This is an optimization exercise on Yosys and OpenROAD, whose aim is small area, a short achievable clock period and few clock cycles per item, not a production implementation. Only simulation tests tie the RTL to the original design; equivalence was not proved. No activity file was given, so power comes from the tool's default toggle rates.

--- config.mk ---
export PLATFORM = sky130hd
export DESIGN_NAME = rev_counter
export DESIGN_NICKNAME = rev_counter
export VERILOG_FILES = /design/flow/design.v
export SDC_FILE = /design/flow/constraint.sdc
export NUM_CORES = 4
export LEC_CHECK = 0
export CAP_MARGIN = 20
export CORE_MARGIN = 2
export CORE_UTILIZATION = 65
export SLEW_MARGIN = 20
--- constraint.sdc ---
create_clock -name core_clock -period 10.0 [get_ports {clk}]
set_input_delay 2.0000 -clock core_clock [delete_from_list [all_inputs] [get_ports {clk}]]
set_output_delay 2.0000 -clock core_clock [all_outputs]
set_load 0.01 [all_outputs]
--- design.v ---
module rev_counter (
    input  wire         clk,
    input  wire         rst,
    input  wire [16:0]  tap,           
    input  wire [271:0] landmarks,     
    input  wire         req_valid,
    output wire         req_ready,
    input  wire [16:0]  req_seed,
    output wire         resp_valid,
    input  wire         resp_ready,
    output reg          resp_timeout,
    output wire [17:0]  resp_count
);
    localparam K  = 16;         
    localparam KB = 4;          
    localparam R  = 8;          
    localparam CB = 17 - KB;    
    localparam H  = 10;         
    reg          s_init, s_idle, s_run, s_done;
    reg [3:0]    icnt;        
    reg [16:0]   row [1:R];
    assign req_ready  = s_idle;
    assign resp_valid = s_done;
    integer r, j;
    always @(posedge clk) begin
        row[1] <= {tap[15:0], 1'b1};
        for (r = 2; r <= R; r = r + 1) begin
            row[r][0] <= row[r-1][16];
            for (j = 0; j < 16; j = j + 1)
                row[r][j+1] <= row[r-1][j] ^ (row[r-1][16] & row[1][j+1]);
        end
    end
    reg [16:0]   A;           
    reg [K+16:0] Zs;          
    reg [1:0]    wv;          
    reg [16:0] stepK;
    reg [16:0] cur;
    integer bnk, q;
    always @(*) begin
        cur = A;
        for (bnk = 0; bnk < K / R; bnk = bnk + 1) begin
            stepK = cur >> R;
            for (q = 1; q <= R; q = q + 1)
                stepK[17-R+q-1] = ^(row[q] & cur);
            cur = stepK;
        end
        stepK = cur;
    end
    wire [K+16:0] Z = Zs;
    reg [K-1:0] cP [0:3];
    integer i, k;
    always @(*) begin
        for (i = 0; i < K; i = i + 1) begin
            cP[0][i] = (Z[i +: H] == 1);
            for (k = 1; k < 4; k = k + 1)
                cP[k][i] = 1'b0;
            for (k = 0; k < 16; k = k + 1)
                cP[k/4][i] = cP[k/4][i] | (Z[i +: H] == landmarks[17*k +: H]);
        end
    end
    reg [K-1:0]  P0, P1, P2, P3;       
    reg [K+16:0] Zc;          
    reg          cv;          
    reg [CB:0]   b1;          
    reg          sk_act;
    reg [K-1:0]  sk_mask;
    reg [K-1:0]  sk_lo;
    wire          last_blk = b1[CB] && !sk_act;
    wire [K-1:0]  pend = sk_act   ? sk_mask :
                         last_blk ? {{(K-1){1'b0}}, 1'b1} : (P0 | P1 | P2 | P3);
    wire [K+16:0] vs   = sk_act ? {Zc[16:0], sk_lo} : Zc;
    reg [K-1:0] pre_or;
    integer g;
    always @(*) begin
        pre_or[0] = 1'b0;
        for (g = 1; g < K; g = g + 1)
            pre_or[g] = pre_or[g-1] | pend[g-1];
    end
    wire [K-1:0] first_oh = pend & ~pre_or;
    wire [K-1:0] rest     = pend & pre_or;
    wire         more     = (cv || sk_act) && !last_blk && |rest;
    reg [KB-1:0] first;
    reg [16:0]   first_w;
    integer f;
    always @(*) begin
        first   = {KB{1'b0}};
        first_w = 17'd0;
        for (f = 0; f < K; f = f + 1) begin
            first   = first | ({KB{first_oh[f]}} & f[KB-1:0]);
            first_w = first_w | ({17{first_oh[f]}} & vs[f +: 17]);
        end
    end
    reg          tv;
    reg          tk;          
    reg [17:0]   tc;          
    reg [16:0]   Vw;
    reg          ev;
    reg          ek;          
    reg          er;          
    reg [17:0]   ec;          
    reg [15:0]   eqL, eqH;    
    wire [15:0]  eq = eqL & eqH;
    reg [15:0] cEqL, cEqH;
    integer e;
    always @(*)
        for (e = 0; e < 16; e = e + 1) begin
            cEqL[e] = (Vw[H-1:0] == landmarks[17*e +: H]);
            cEqH[e] = (Vw[16:H]  == landmarks[17*e+H +: 17-H]);
        end
    reg [3:0] hidx;
    integer h;
    always @(*) begin
        hidx = 4'd0;
        for (h = 15; h >= 0; h = h - 1)
            if (eq[h]) hidx = h[3:0];
    end
    wire finish = ev && (ek || er || |eq);
    assign resp_count = ec;
    always @(posedge clk) begin
        tk <= last_blk;
        tc <= {b1, first};
        Vw  <= first_w;
        ek  <= tk;
        er  <= (Vw == 17'h00001);
        eqL <= cEqL;
        eqH <= cEqH;
    end
    always @(posedge clk) begin
        if (rst) begin
            s_init <= 1'b1;
            s_idle <= 1'b0;
            s_run  <= 1'b0;
            s_done <= 1'b0;
            icnt   <= 4'd0;
            wv     <= 2'b00;
            cv     <= 1'b0;
            tv     <= 1'b0;
            ev     <= 1'b0;
        end else begin
            if (s_init) begin
                icnt <= icnt + 4'd1;
                if (icnt == R) begin
                    s_init <= 1'b0;
                    s_idle <= 1'b1;
                end
            end
            if (s_idle && req_valid) begin
                A      <= req_seed;
                wv     <= 2'b01;
                cv     <= 1'b0;
                tv     <= 1'b0;
                ev     <= 1'b0;
                b1     <= {(CB+1){1'b0}};
                sk_act <= 1'b0;
                s_idle <= 1'b0;
                s_run  <= 1'b1;
            end
            if (s_run) begin
                if (!sk_act) begin
                    A  <= stepK;
                    Zs <= {stepK, A[K-1:0]};
                    wv <= {wv[0], 1'b1};
                    P0 <= cP[0];
                    P1 <= cP[1];
                    P2 <= cP[2];
                    P3 <= cP[3];
                    Zc <= Z;
                    cv <= wv[1];
                    sk_lo <= Zc[K-1:0];
                end
                if ((cv || sk_act) && !more) b1 <= b1 + 1'b1;
                sk_act  <= more;
                sk_mask <= rest;
                tv <= (cv || sk_act) && (last_blk || |pend);
                ev <= tv;
                ec <= tc;
                if (finish) begin
                    resp_timeout <= ek && !er;
                    if (ek && !er)
                        ec <= 18'd0;
                    else if (!er)
                        ec <= {ec[17:13] + {1'b0, hidx}, ec[12:0]};   
                    else
                        ec <= ec;
                    s_run  <= 1'b0;
                    s_done <= 1'b1;
                end
            end
            if (s_done && resp_ready) begin
                s_done <= 1'b0;
                s_idle <= 1'b1;
            end
        end
    end
endmodule
--- flow/run.sh ---
#!/bin/bash
# Standard synthesis and layout (standard.sh), with two changes to how the
# layout is made: ports are buffered with buf_1 instead of the default
# delay buffer, and setup repair aims below the 10 ns clock (margin).
set -euo pipefail
export BUFFER_PORTS_ARGS="-buffer_cell sky130_fd_sc_hd__buf_1"
export SETUP_SLACK_MARGIN=6.7
bash standard.sh finish > flow.log 2>&1
--- standard.sh ---
#!/bin/bash
# synth_recipe.tcl (not shown) runs the flow's synth.tcl, then flattens the netlist and writes it again
# the make line also repeats each setting of config.mk as NAME=value (left out here)
make -C /OpenROAD-flow-scripts/flow DESIGN_CONFIG=/design/flow/config.mk WORK_HOME=/design/flow/orfs CLKGATE_MAP_FILE= SYNTH_SCRIPT=/design/flow/synth_recipe.tcl "${@:-finish}"
==> results.py, run 1 <==
metrics = {
    "yosys": {
        "seq_area_frac_synth_pct": 20.04,
        "netlist_area_mm2": 0.05309,
        "ys_warn_count": 3,
        "postSynthAreaPerCell_um2": 8.400,
        "synth_edf_count": 209,
        "synth-seq-cells": 427,
        "async_flop_share_pct": 0,
        "syn_inst": 6321,
        "ys.flop_type": "dfxtp_1",
        "syn_nets": 6640,
        "synth.distinct_cells": 70,
    },
    "timing": {
        "tns_ps": 0,
        "slew_violations": 0,
        "period_minus_slack_ps": 3732,
        "fin_skew_ps": 48.17,
        "rsz0062_at_grt": "yes",
        "tightest_slew_ps": 1181,
        "whs_ps": 326.6,
        "relSlewSlack_pct": 21.25,
        "fin_crit_sh_pct": 37.32,
        "final_hold_viol_count": 0,
        "setup_viol_count_final": 0,
        "clock.fmax_mhz": 267.9,
    },
    "floorplan": {
        "io_pins": 331,
        "die_h_um": 289.8,
        "coreArea_mm2": 0.08068,
        "die_w_um": 289.8,
        "initial_core_util_pct": 65.81,
        "rows": 104,
        "die_area_mm2": 0.08399,
    },
    "place": {
        "place_congestion": 0.9294,
        "placed_area_mm2": 0.05502,
        "place_hpwl_mm": 113.8,
        "portBuffers": 329,
    },
    "global_routing": {
        "grt_busiest_layer": "met2",
        "grt.total_usage_pct": 42.09,
        "use_met2_pct": 63.20,
        "grt_pass1_wl_mm": 280.2,
        "grt_max_degree": 115,
        "antenna_found_initial": 12,
        "use_met1_pct": 58.70,
        "met3_usage_pct": 8.755,
        "grt_pass1_vias": 44330,
        "gr-total-overflow": 0,
    },
    "setup_path": {
        "crit_arrival_ps": 4080,
        "rrSetupSlack_ps": 6270,
        "r2r_start": "P1[0]$_DFFE_PP_",
        "r2r_end": "b1[2]$_DFFE_PN_",
        "worstPathRequired_ps": 10350,
        "rr_worst_depth": 10,
        "path_class": "reg2reg",
        "path_max_fanout": 7,
        "cp-end-kind": "flop",
        "cp-start-kind": "flop",
    },
    "clocking": {
        "cts_made_buffers": 45,
        "clock_latency_ps": 610,
        "cts_root_buf": "clkbuf_16",
        "cts_tree": "built",
        "clk_pin_slew_ps": 60,
        "cts-htree-levels": 2,
        "cts_buffer_depth": 3,
        "cts_hold_buf": 0,
        "cts_sinks": 427,
    },
    "pwr": {
        "clkPwrFrac_pct": 16.9,
        "pwr-share-comb_pct": 58.4,
        "p_leak_nw": 20.94,
        "power.density_mw_per_mm2": 173.2,
        "switchingPower_w": 0.004097,
        "switching_share_pct": 41.02,
        "p_int_w": 0.005891,
        "finalPower_w": 0.009988,
        "vdd_drop_max_v": 0.0006773,
        "seqPwrFrac_pct": 24.6,
    },
    "detailed_routing": {
        "via_per_inst": 6.482,
        "dr.pass1.iters": 12,
        "drc_errors": 0,
        "drt_iter0_drc": 6536,
        "route.antenna.remaining_nets": 0,
        "wl_per_cell_um": 25.21,
        "dr_total_vias": 47780,
        "wl_mm": 185.8,
    },
    "hold_path": {
        "holdPathEnd": "ek$_DFF_P_",
        "hold_class": "reg2reg",
        "min_from": "tk$_DFF_P_",
        "worstHoldPathCells": 0,
    },
    "final_layout": {
        "nets": 6593,
        "drive_gt1_share_pct": 7.940,
        "syn2layout_area_growth_pct": 8.585,
        "final_area_mm2": 0.05765,
        "utilization_pct": 71.46,
    },
    "outcome": {
        "status": "complete, no violations",
    },
    "run": {
        "maxCapViolCount": 0,
    },
}
## through the flow
step,worst slack (ps),std cells
floorplan,4185,6321
global placement,5053,7232
detailed placement,5110,7232
CTS,6402,7341
global route,6189,7371
finish,6268,7372
## cells in the mapped netlist (29+ instances only)
library cell  count  area [um2]
nor4_1          525        3284
xnor2_1        1233       10800
nand2_1         442        1659
a222oi_1         29       290.3
buf_1           181       679.4
nand4_1         401        2509
edfxtp_1        209        6276
a21oi_1          57       285.3
dfxtp_1         218        4364
o221ai_1         62       543.0
nor2_1           75       281.5
mux2i_1          37       370.4
clkbuf_1        563        2113
xor2_1         1939       16980
o21ai_0          47       235.2
## worst max-delay path, stage by stage, from the launching register on
cell      delay [ps]
edfxtp_1         460
or4_4            520
o21ba_4          230
nor4_4           370
nand3_2          130
o31a_1           280
a2111o_1         450
or3_4            500
and2_4           220
o21bai_1         160
a21o_1           160
## layout make-up
type | instances | area, um2
Clock buffer | 66 | 1361
Multi-Input combinational cell | 5125 | 39990
Sequential cell | 427 | 10660
Fill cell | 6438 | 23020
Inverter | 24 | 93.84
Clock inverter | 17 | 133.9
Timing Repair inverter | 1 | 7.507
Antenna cell | 2 | 5.005
Timing Repair Buffer | 650 | 4079
Tap cell | 1060 | 1326
## how the worst max path moves through the flow
stage                           from              endpoint  cells after the start
floorplan                        rst       P0[0]$_DFFE_PP_                      1
global placement                 rst  sk_mask[3]$_DFFE_PP_                      4
detailed placement               rst  sk_mask[3]$_DFFE_PP_                      4
CTS                 b1[13]$_DFFE_PN_       b1[3]$_DFFE_PN_                     10
global route        b1[13]$_DFFE_PN_       b1[2]$_DFFE_PN_                     10
finish               P1[0]$_DFFE_PP_       b1[2]$_DFFE_PN_                     10
## power groups by stage
stage	clock (W)	sequential, W	combinational [W]
6_report	0.00169	0.00246	0.00583
5_1_grt	0.00178	0.00248	0.00616
3_3_place_gp	0	0.00249	0.00546
2_1_floorplan	0	0.00239	0.00403
4_1_cts	0.00171	0.00245	0.00558
3_5_place_dp	0	0.00249	0.00553
## routing by layer
metal	wire length (um)	part of all wire (%)
met3	22550	12
met2	79990	43
met4	8548	4.6
met5	91	0.049
met1	74640	40
## placed cells by master, fill, tap and decap left out, types with 23 or more instances in the layout
cell	count
a21oi_1	53
a222oi_1	29
buf_1	328
buf_4	265
buf_6	32
clkbuf_16	51
dfxtp_1	208
edfxtp_1	209
inv_1	23
mux2i_1	37
nand2_1	435
nand4_1	401
nor2_1	70
nor3_1	24
nor4_1	514
o21ai_0	33
o221ai_1	60
xnor2_1	1232
xor2_1	1939
## registers in the layout (all words and copies together) (netlist names), 17 cells and up
| name | flops |
|---|---|
| tc | 18 |
| ec | 18 |
| Vw | 17 |
| Zc | 32 |
| row | 135 |
| Z | 32 |
| A | 17 |
## cell families (layout without fill, tap and decap cells)
family          Yosys count  in the layout  synth area share [%]
xor+xnor               3188           3188                 53.00
simple gates           1574           1579                 16.12
buf+inv                 775            758                 5.531
flops                   427            427                 20.04
compound gates          292            293                 3.976
mux                      56             56                 1.101
fa+ha+maj                 9              9                0.2262
other cells               0              2                     0
## repair_timing
action	CTS	global route
resized for setup	62	89
setup endpoints to repair	227	139
endpoints found under the hold margin	0	0
pin swaps	15	25
setup buffers	19	25
cloned	7	4
Testbench counts, summed over its fixed seeds: cycles 38,967, items 128.
==> inputs of run 2 (changes only) <==
--- a/design.v
+++ b/design.v
@@ -69,6 +69,7 @@
     wire [K-1:0]  pend = sk_act   ? sk_mask :
                          last_blk ? {{(K-1){1'b0}}, 1'b1} : (P0 | P1 | P2 | P3);
     wire [K+16:0] vs   = sk_act ? {Zc[16:0], sk_lo} : Zc;
+    wire [CB:0]   tblk = sk_act ? b1 - 1'b1 : b1;
     reg [K-1:0] pre_or;
     integer g;
     always @(*) begin
@@ -118,7 +119,7 @@
     assign resp_count = ec;
     always @(posedge clk) begin
         tk <= last_blk;
-        tc <= {b1, first};
+        tc <= {tblk, first};
         Vw  <= first_w;
         ek  <= tk;
         er  <= (Vw == 17'h00001);
@@ -166,9 +167,9 @@
                     P3 <= cP[3];
                     Zc <= Z;
                     cv <= wv[1];
+                    if (cv) b1 <= b1 + 1'b1;
                     sk_lo <= Zc[K-1:0];
                 end
-                if ((cv || sk_act) && !more) b1 <= b1 + 1'b1;
                 sk_act  <= more;
                 sk_mask <= rest;
                 tv <= (cv || sk_act) && (last_blk || |pend);
==> run 2 against run 1 <==
Effect of this change:
- sequential share of layout area fell by 0.11 points
- hold slack improved by 3.1 ps
- final area increased by 0.57%
- synthesized cell count is 1.6% higher
- synthesized area grew 1.0%
- fmax rose by 12%
- via count rose by 0.55%
- critical path type is now in2reg
- clock power increased by 5%
- first-iteration DRC count is 3.6% lower
- largest power group unchanged
- sequential cell count is the same
- still clean
- global-route usage grew 0.22 points
- setup slack gained 400 ps
==> results.py, run 2 <==
metrics = {
    "timing": {
        "fin_skew_ps": 50.95,
        "setup_viol_count_final": 0,
        "clock.fmax_mhz": 300.4,
        "tightest_slew_ps": 1226,
        "period_minus_slack_ps": 3329,
        "slew_violations": 0,
        "relSlewSlack_pct": 17.54,
        "tns_ps": 0,
        "final_hold_viol_count": 0,
        "rsz0062_at_grt": "yes",
        "fin_crit_sh_pct": 33.29,
    },
    "setup_path": {
        "slowest_delay_ps": 470,
        "cp-startpoint": "landmarks[5]",
        "cp_cell_sequence": "buf_1 -> buf_4 -> xnor2_1 -> nand4_1 -> nor4_4 -> nor4_1 -> o21ai_0",
        "path_max_fanout": 17,
        "cp-start-kind": "input port",
        "crit_buf_inv": 2,
        "crit_family": "simple AND/OR/NAND/NOR gates",
        "r2r_start": "Z[16]$_DFFE_PP_",
        "cp-end-kind": "flop",
        "path_class": "in2reg",
        "worstPathRequired_ps": 10290,
        "cp_slowest_cell": "nor4_4",
        "crit_arrival_ps": 3620,
    },
    "floorplan": {
        "die_w_um": 291.2,
        "coreArea_mm2": 0.08185,
        "die_h_um": 291.2,
        "io_pins": 331,
        "rows": 105,
        "die_area_mm2": 0.08481,
        "initial_core_util_pct": 65.52,
    },
    "clocking": {
        "clock_latency_ps": 600,
        "cts_buffer_depth": 3,
        "cts_sinks": 427,
        "cts_hold_buf": 0,
        "cts-htree-levels": 2,
        "cts_made_buffers": 45,
        "clk_pin_slew_ps": 60,
        "cts_root_buf": "clkbuf_16",
        "cts_tree": "built",
    },
    "detailed_routing": {
        "dr_total_vias": 48050,
        "via_per_inst": 6.432,
        "wl_per_cell_um": 25.06,
        "dr.pass1.iters": 8,
        "drt_iter0_drc": 6302,
        "drc_errors": 0,
        "wl_mm": 187.2,
        "route.antenna.remaining_nets": 0,
    },
    "outcome": {
        "status": "complete, no violations",
    },
    "yosys": {
        "synth_top_family_by_area": "XOR/XNOR gates",
        "synth-xor-area-share_pct": 52.99,
        "synth_compound_area_share_pct": 3.607,
        "synthAdderAreaFrac_pct": 0.2473,
        "synth.most_common_cell": "xor2_1",
        "yosys-top-cells-area": "xor2_1 (32%), xnor2_1 (20%), edfxtp_1 (12%)",
        "synth_edf_count": 209,
        "netlist_area_mm2": 0.05363,
        "syn_nets": 6744,
        "yosys.area.top_type": "xor2_1",
        "synth.distinct_cells": 62,
        "synth_top_area_share_pct": 31.73,
        "synth.area.mux_share_pct": 0.9940,
        "synth-seq-cells": 427,
        "synth-simple-area-share_pct": 16.46,
        "postSynthAreaPerCell_um2": 8.348,
        "synth_common_cells": "xor2_1 (1943), xnor2_1 (1221), nor4_1 (531)",
        "ys_warn_count": 3,
        "syn_inst": 6424,
        "seq_area_frac_synth_pct": 19.84,
        "async_flop_share_pct": 0,
        "ys.flop_type": "dfxtp_1",
    },
    "run": {
        "maxCapViolCount": 0,
    },
    "place": {
        "place_congestion": 0.9328,
        "place_hpwl_mm": 113.3,
        "dp_cells": 7308,
        "portBuffers": 329,
    },
    "final_layout": {
        "final_cell_mix": "xor2_1 (1943), xnor2_1 (1221), nor4_1 (517)",
        "syn2layout_area_growth_pct": 8.122,
        "stdcell_count": 7470,
        "utilization_pct": 70.84,
        "drive_gt1_share_pct": 7.851,
        "regMostFlops": "row",
        "nFillCells": 6732,
        "largest_reg_flops": 135,
        "final_common_cell": "xor2_1",
        "nets": 6678,
    },
    "pwr": {
        "power.density_mw_per_mm2": 185.8,
        "vdd_drop_max_v": 0.0007083,
        "p_leak_nw": 21.17,
    },
    "hold_path": {
        "min_from": "tk$_DFF_P_",
        "hold_class": "reg2reg",
    },
    "global_routing": {
        "antenna_found_initial": 9,
        "grt_max_degree": 144,
        "gr-total-overflow": 0,
        "grt_pass1_vias": 45260,
        "grt.total_usage_pct": 42.31,
        "grt_pass1_wl_mm": 282.6,
    },
}
==> run 2: repair_timing <==
item | in CTS | in global routing
pin swaps | 6 | 5
hold endpoints to repair | 0 | 0
resized for setup | 31 | 44
endpoints found under the setup margin | 103 | 81
setup buffers | 58 | 15
==> run 2: layer usage <==
layer  GRT usage, %  up-vias  share of wire, %
li1               -    21240                 -
met1          57.48    23120                39
met2          63.83     3092                43
met3          9.338      580                12
met4          19.68       12               5.0
met5              0        -             0.037
==> run 2: power breakdown <==
group	switching, W	internal [W]
Clock	0.000744	0.00103
Combinational	0.00330	0.00326
Sequential	0.000223	0.00222
Total	0.00427	0.00651
==> run 2: worst paths after layout <==
| kind | end | cells past startpoint | slack (ps) |
|---|---|---|---|
| setup reg to reg | P0[9]$_DFFE_PP_ | 7 | 6700 |
| setup / recovery | P0[9]$_DFFE_PP_ | 7 | 6670 |
| hold / removal | ek$_DFF_P_ | 0 | 330 |
| hold reg to reg | ek$_DFF_P_ | 0 | 330 |
==> run 2: metrics by stage <==
| stage | hold WS [ps] | total power (W) | setup slack (ps) | cell area [um2] |
|---|---|---|---|---|
| finish | 329.6 | 0.01078 | 6671 | 57980 |
| global route | 335.6 | 0.01119 | 6554 | 57970 |
| CTS | 332.8 | 0.01016 | 6664 | 57610 |
| detailed placement | 317.8 | 0.007942 | 5733 | 55320 |
| global placement | 312.9 | 0.007850 | 5782 | 55320 |
| floorplan | 309.6 | 0.006588 | 4185 | 54200 |
==> run 2: cells by family after synthesis <==
kind of cell,count (synthesis)
adders and majority gates,10
muxes,51
and+or+nand+nor,1639
DFF,427
buffers and inverters,809
AOI/OAI and AO/OA,287
xor gates and xnor gates,3201
==> run 2: worst reg2reg max path: stages (launching register included) <==
cell      delay, ps
edfxtp_1        320
buf_4           620
buf_16          590
nor3_1          320
nand3_1         220
nor4b_1          80
nor4_1          470
o21ai_0         340
==> run 2: cell type report <==
class | instances | area (um2) | area share, %
Clock inverter | 18 | 222.7 | 0.3841
Tap cell | 1070 | 1339 | 2.309
Inverter | 37 | 146.4 | 0.2525
Clock buffer | 65 | 1320 | 2.277
Timing Repair Buffer | 659 | 4115 | 7.098
Sequential cell | 427 | 10650 | 18.37
Multi-Input combinational cell | 5188 | 40170 | 69.28
Antenna cell | 6 | 15.01 | 0.02590
Testbench counts of run 2, summed over its fixed seeds: cycles 38,967, items 128.
==> inputs of run 3 (changes only) <==
--- a/config.mk
+++ b/config.mk
@@ -5,7 +5,7 @@
 export SDC_FILE = /design/flow/constraint.sdc
 export NUM_CORES = 4
 export LEC_CHECK = 0
-export CAP_MARGIN = 20
+export CAP_MARGIN = 10
 export CORE_MARGIN = 2
 export CORE_UTILIZATION = 65
-export SLEW_MARGIN = 20
+export SLEW_MARGIN = 10
==> run 3 against run 2 <==
Effect of this change:
- global-route usage unchanged
- non-clock buffer count down 1
- still clean on timing, DRC and antenna
- largest power group unchanged
- clock skew decreased by 6.9 ps
- setup slack got worse by 3.6 ps
- synthesized area unchanged
- first-iteration DRC count fell by 2.0%
- critical path type unchanged
==> results.py, run 3 <==
metrics = {
    "global_routing": {
        "use_met2_pct": 63.83,
        "grt_max_degree": 144,
        "grt_pass1_vias": 45260,
        "met3_usage_pct": 9.338,
        "grt_pass1_wl_mm": 282.6,
        "grt_busiest_layer": "met2",
        "antenna_found_initial": 9,
        "use_met1_pct": 57.48,
        "grt.total_usage_pct": 42.31,
        "gr-total-overflow": 0,
    },
    "timing": {
        "relSlewSlack_pct": 16.59,
        "setup_slack_ps": 6667,
        "slew_violations": 0,
        "rsz0062_at_grt": "yes",
        "clock.fmax_mhz": 300.0,
        "tns_ps": 0,
        "whs_ps": 329.7,
        "final_hold_viol_count": 0,
        "fin_crit_sh_pct": 33.33,
        "tightest_slew_ps": 1240,
        "fin_skew_ps": 44.05,
        "setup_viol_count_final": 0,
        "period_minus_slack_ps": 3333,
    },
    "yosys": {
        "syn_inst": 6424,
        "postSynthAreaPerCell_um2": 8.348,
        "ys.flop_type": "dfxtp_1",
        "synth.distinct_cells": 62,
        "synth_edf_count": 209,
        "netlist_area_mm2": 0.05363,
        "yosys.area.top_type": "xor2_1",
        "synth-seq-cells": 427,
        "synth_common_cells": "xor2_1 (1943), xnor2_1 (1221), nor4_1 (531)",
        "async_flop_share_pct": 0,
        "syn_nets": 6744,
        "ys_warn_count": 3,
        "synth_top_area_share_pct": 31.73,
        "synth.most_common_cell": "xor2_1",
        "seq_area_frac_synth_pct": 19.84,
        "yosys-top-cells-area": "xor2_1 (32%), xnor2_1 (20%), edfxtp_1 (12%)",
    },
    "clocking": {
        "clk_pin_slew_ps": 60,
        "cts_tree": "built",
        "cts_root_buf": "clkbuf_16",
        "cts_sinks": 427,
        "clock_latency_ps": 600,
        "cts_buffer_depth": 3,
        "cts-htree-levels": 2,
        "cts_made_buffers": 45,
        "cts_hold_buf": 0,
    },
    "setup_path": {
        "rr_worst_depth": 13,
        "cp-end-kind": "flop",
        "worstPathRequired_ps": 10380,
        "path_class": "in2reg",
        "path_max_fanout": 17,
        "crit_arrival_ps": 3720,
        "cp-start-kind": "input port",
    },
    "pwr": {
        "p_int_w": 0.006508,
        "clkPwrFrac_pct": 16.4,
        "pwr-share-comb_pct": 60.9,
        "vdd_drop_max_v": 0.0007078,
        "switchingPower_w": 0.004274,
        "seqPwrFrac_pct": 22.7,
        "switching_share_pct": 39.64,
        "p_leak_nw": 21.14,
        "power.density_mw_per_mm2": 186.0,
    },
    "floorplan": {
        "die_area_mm2": 0.08481,
        "die_h_um": 291.2,
        "die_w_um": 291.2,
        "io_pins": 331,
        "initial_core_util_pct": 65.52,
        "rows": 105,
        "coreArea_mm2": 0.08185,
    },
    "final_layout": {
        "final_common_cell": "xor2_1",
        "nFillCells": 6732,
        "regMostFlops": "row",
        "drive_gt1_share_pct": 7.790,
        "syn2layout_area_growth_pct": 8.071,
        "largest_reg_flops": 135,
        "final_cell_mix": "xor2_1 (1943), xnor2_1 (1221), nor4_1 (518)",
        "nets": 6677,
    },
    "hold_path": {
        "worstHoldPathCells": 0,
        "hold_class": "reg2reg",
    },
    "detailed_routing": {
        "wl_per_cell_um": 25.04,
        "via_per_inst": 6.438,
        "drt_iter0_drc": 6175,
        "drc_errors": 0,
        "wl_mm": 187.1,
        "dr_total_vias": 48090,
        "dr.pass1.iters": 10,
        "route.antenna.remaining_nets": 0,
    },
    "run": {
        "maxCapViolCount": 0,
    },
    "place": {
        "pre_cts_slack_ps": 5733,
        "place_hpwl_mm": 113.3,
        "place_congestion": 0.9328,
        "portBuffers": 329,
    },
    "outcome": {
        "status": "complete, no violations",
    },
}
run 3: cell counts after synthesis:
No cell type changed its count.
run 3: repair_timing:
item,CTS,global route
resized for setup,31,45
endpoints found under the setup margin,103,81
buffers inserted,58,14
pin swaps,6,5
run 3: critical path, cell delays in order:
cell and delay [ps]:
buf_1 70, buf_4 350, xnor2_1 170, nand4_1 110, nor4_1 1000
run 3: path summary, 6_finish.rpt:
kind,from,to,slack (ps)
worst min register to register,tk$_DFF_P_,ek$_DFF_P_,330
worst min-delay path,tk$_DFF_P_,ek$_DFF_P_,330
worst max register to register,A[2]$_DFFE_PN_,A[12]$_DFFE_PN_,6710
worst max-delay path,landmarks[187],eqL[11]$_DFF_P_,6670
run 3: stage by stage:
step                instances  instance area, um2  total power [W]  util (%)
floorplan                6424               54200         0.006588         -
global placement         7308               55320         0.007850     67.58
detailed placement       7308               55320         0.007942     67.58
CTS                      7449               57610          0.01016     70.39
global route             7465               57940          0.01119     70.79
finish                   7469               57950          0.01078     70.81
run 3: per-layer routing:
metal	part of all wire [%]	wire, um	vias to the layer above
met2	43	80600	3166
met1	39	73890	23100
li1	-	-	21250
met5	0.033	61	-
met4	4.9	9193	10
met3	12	23320	561
run 3: area by class of cell:
class / instances / area, um2 / area share [%]
flip-flops and latches: 427 / 10650 / 18.38
repair buffers: 658 / 4108 / 7.088
diodes: 6 / 15.01 / 0.02591
well taps: 1070 / 1339 / 2.310
inverters: 37 / 146.4 / 0.2526
clock buffers: 65 / 1320 / 2.278
multi-input cells: 5188 / 40150 / 69.28
clock inverters: 18 / 222.7 / 0.3843
run 3: logic make-up (layout without fill, tap and decap cells):
group | Yosys count | after routing | share of synthesized area [%]
fa+ha+maj | 10 | 10 | 0.2473
simple gates | 1639 | 1639 | 16.46
xor+xnor | 3201 | 3201 | 52.99
buf+inv | 809 | 778 | 5.868
mux | 51 | 51 | 0.9940
compound gates | 287 | 287 | 3.607
other cells | 0 | 6 | 0
flops | 427 | 427 | 19.84
run 3: power groups by stage:
stage / sequential [W] / combinational [W] / clock [W]
floorplan: 0.00238 / 0.00421 / 0
global placement: 0.00249 / 0.00536 / 0
detailed placement: 0.00249 / 0.00545 / 0
CTS: 0.00244 / 0.00595 / 0.00178
global route: 0.00246 / 0.00688 / 0.00185
finish: 0.00245 / 0.00657 / 0.00177
==> inputs of run 4 (changes only) <==
--- a/flow/run.sh
+++ b/flow/run.sh
@@ -4,5 +4,5 @@
 # delay buffer, and setup repair aims below the 10 ns clock (margin).
 set -euo pipefail
 export BUFFER_PORTS_ARGS="-buffer_cell sky130_fd_sc_hd__buf_1"
-export SETUP_SLACK_MARGIN=6.7
+export SETUP_SLACK_MARGIN=6.8
 bash standard.sh finish > flow.log 2>&1
--- a/config.mk
+++ b/config.mk
@@ -5,7 +5,7 @@
 export SDC_FILE = /design/flow/constraint.sdc
 export NUM_CORES = 4
 export LEC_CHECK = 0
-export CAP_MARGIN = 10
+export CAP_MARGIN = 20
 export CORE_MARGIN = 2
 export CORE_UTILIZATION = 65
-export SLEW_MARGIN = 10
+export SLEW_MARGIN = 20
==> run 4 against run 3 <==
Effect of this change:
- largest cell class unchanged
- still clean on timing, DRC and antenna
- largest power group unchanged
- first-iteration DRC count down 5.8%
- critical path type unchanged
- via count hardly changed
- fmax grew 4.2%
==> results.py, run 4 <==
metrics = {
    "yosys": {
        "synth.distinct_cells": 62,
        "yosys.area.top_type": "xor2_1",
        "netlist_area_mm2": 0.05363,
        "syn_inst": 6424,
        "synth_top_area_share_pct": 31.73,
        "postSynthAreaPerCell_um2": 8.348,
        "ys_warn_count": 3,
        "async_flop_share_pct": 0,
        "seq_area_frac_synth_pct": 19.84,
        "synth-seq-cells": 427,
        "synth_edf_count": 209,
        "ys.flop_type": "dfxtp_1",
        "synth_common_cells": "xor2_1 (1943), xnor2_1 (1221), nor4_1 (531)",
        "syn_nets": 6744,
        "yosys-top-cells-area": "xor2_1 (32%), xnor2_1 (20%), edfxtp_1 (12%)",
        "synth.most_common_cell": "xor2_1",
    },
    "global_routing": {
        "grt_pass1_wl_mm": 281.9,
        "grt_pass1_vias": 45270,
        "grt_max_degree": 118,
        "antenna_found_initial": 10,
        "gr-total-overflow": 0,
        "grt.total_usage_pct": 42.02,
    },
    "setup_path": {
        "rr_worst_depth": 12,
        "path_max_fanout": 17,
        "r2r_end": "A[10]$_DFFE_PN_",
        "cp-end-kind": "flop",
        "worstPathRequired_ps": 10380,
        "crit_arrival_ps": 3580,
        "rrSetupSlack_ps": 6830,
        "path_class": "in2reg",
        "r2r_start": "A[3]$_DFFE_PN_",
        "cp-start-kind": "input port",
    },
    "outcome": {
        "status": "complete, no violations",
    },
    "clocking": {
        "cts_sinks": 427,
        "cts_tree": "built",
        "cts_root_buf": "clkbuf_16",
        "clk_pin_slew_ps": 70,
        "cts_buffer_depth": 3,
        "cts_made_buffers": 43,
        "cts_hold_buf": 0,
        "cts-htree-levels": 2,
        "clock_latency_ps": 600,
    },
    "final_layout": {
        "final_area_mm2": 0.05817,
        "regMostFlops": "row",
        "stdcell_count": 7472,
        "drive_gt1_share_pct": 8.384,
        "final_common_cell": "xor2_1",
        "nFillCells": 6602,
        "largest_reg_flops": 135,
        "final_cell_mix": "xor2_1 (1937), xnor2_1 (1215), nor4_1 (512)",
        "nets": 6682,
        "syn2layout_area_growth_pct": 8.479,
    },
    "timing": {
        "slew_violations": 0,
        "fin_crit_sh_pct": 31.98,
        "tightest_slew_ps": 1229,
        "setup_viol_count_final": 0,
        "period_minus_slack_ps": 3198,
        "final_hold_viol_count": 0,
        "clock.fmax_mhz": 312.7,
        "tns_ps": 0,
        "fin_skew_ps": 39.51,
        "rsz0062_at_grt": "yes",
        "relSlewSlack_pct": 17.34,
    },
    "detailed_routing": {
        "dr_total_vias": 48110,
        "via_per_inst": 6.439,
        "dr.pass1.iters": 7,
        "drt_iter0_drc": 5819,
        "wl_per_cell_um": 24.88,
        "wl_mm": 185.9,
        "route.antenna.remaining_nets": 0,
        "drc_errors": 0,
    },
    "place": {
        "placed_area_mm2": 0.05533,
        "place_hpwl_mm": 113.6,
        "dp_cells": 7313,
        "portBuffers": 329,
        "place_congestion": 0.9311,
    },
    "run": {
        "maxCapViolCount": 0,
    },
    "hold_path": {
        "hold_class": "reg2reg",
        "worstHoldPathCells": 0,
        "holdPathEnd": "ek$_DFF_P_",
        "min_from": "tk$_DFF_P_",
    },
    "pwr": {
        "p_leak_nw": 21.23,
        "finalPower_w": 0.01082,
        "vdd_drop_max_v": 0.0005022,
        "power.density_mw_per_mm2": 186.1,
    },
    "floorplan": {
        "die_h_um": 291.2,
        "io_pins": 331,
        "die_w_um": 291.2,
        "die_area_mm2": 0.08481,
        "rows": 105,
        "coreArea_mm2": 0.08185,
        "initial_core_util_pct": 65.52,
    },
}
run 4: cell type report:
cell class	count	area, um2	area share (%)
antenna	9	22.52	0.03872
sequential	427	10660	18.33
timing repair buffer	664	4212	7.240
tap	1070	1339	2.301
clock inverter	21	240.2	0.4130
inverter	37	142.6	0.2452
multi-input combinational	5188	40360	69.38
timing repair inverter	1	5.005	0.008603
clock buffer	55	1186	2.039
run 4: worst max-delay path by stage:
| stage | from | endpoint | slack (ps) | depth (start not counted) |
|---|---|---|---|---|
| finish | landmarks[35] | P0[4]$_DFFE_PP_ | 6800 | 7 |
| global route | A[16]$_DFFE_PN_ | A[10]$_DFFE_PN_ | 6730 | 11 |
| CTS | req_valid | b1[6]$_DFFE_PN_ | 6730 | 6 |
| detailed placement | rst | sk_lo[7]$_DFFE_PP_ | 5550 | 5 |
| floorplan | rst | P0[0]$_DFFE_PP_ | 4180 | 1 |
| global placement | rst | sk_lo[9]$_DFFE_PP_ | 5570 | 5 |
run 4: logic make-up (layout without fill, tap and decap cells):
logic type               Yosys count  count (layout)  share of synthesized area (%)
XOR/XNOR                        3201            3201                          52.99
multiplexers                      51              51                         0.9940
buffers and inverters            809             778                          5.868
adder cells (fa/ha/maj)           10              10                         0.2473
flip-flops                       427             427                          19.84
AO/OA/AOI/OAI                    287             287                          3.607
AND/OR/NAND/NOR                 1639            1639                          16.46
other                              0               9                              0
run 4: critical path: stages:
cell and delay [ps]:
buf_1 70, buf_4 310, xnor2_1 160, nand4_1 120
nor4_1 560, a31oi_1 100, nand4_1 250
run 4: routing by layer:
layer	up-vias	wire length [um]	share of wire, %	GRT usage, %
li1	21250	-	-	-
met1	23230	74200	40	57.16
met2	3022	81380	44	64.04
met3	604	20720	11	8.093
met4	6	9559	5.1	19.87
met5	-	50	0.027	0
run 4: repair_timing:
action,in CTS,in global routing
resized for setup,71,78
cloned,1,1
endpoints found under the setup margin,197,161
pin swaps,11,14
buffers inserted,52,20
run 4: per-stage QoR:
step	hold WS (ps)	utilization, %	setup WS [ps]
2_1_floorplan	309.6	-	4185
3_3_place_gp	310.6	67.60	5568
3_5_place_dp	316.5	67.60	5549
4_1_cts	334.7	70.39	6727
5_1_grt	345.9	71.06	6729
6_report	331.6	71.07	6802
run 4: where the power goes:
part           switching (W)  internal [W]  leakage (nW)
logic                0.00339       0.00333          16.8
registers           0.000209       0.00222          3.74
clock network       0.000729      0.000947         0.692

==> afterwards: timing with drivers on the ports <==
Ports are ideal in the flow. The routed layouts listed here were re-timed in OpenROAD. Step 1, drivers: a clkbuf_16 drives clk and a buf_2 each remaining input, both assumed. Step 2, shift: input delay + t, output delay - t, t = (earliest + latest rising clock arrival at the registers) / 2. This alone moves slack from input paths to output paths. Three values: no drivers, after step 1, after step 2; two values: the first two.
run | t (ns) | setup WS [ns] | worst setup path after step 2 | cell pins on the clock port's net
run 1 | 0.647 | 6.268 / 6.268 / 6.084 | input to register | 1
run 2 | 0.641 | 6.671 / 6.655 / 6.023 | input to register | 1
run 3 | 0.645 | 6.667 / 6.646 / 6.005 | input to register | 1
run 4 | 0.640 | 6.802 / 6.769 / 6.189 | input to register | 1
After both steps every run listed still meets setup and hold. For run 3, which loses most, drivers alone change the setup slack by -0.021 ns; drivers and shift together by -0.662 ns.
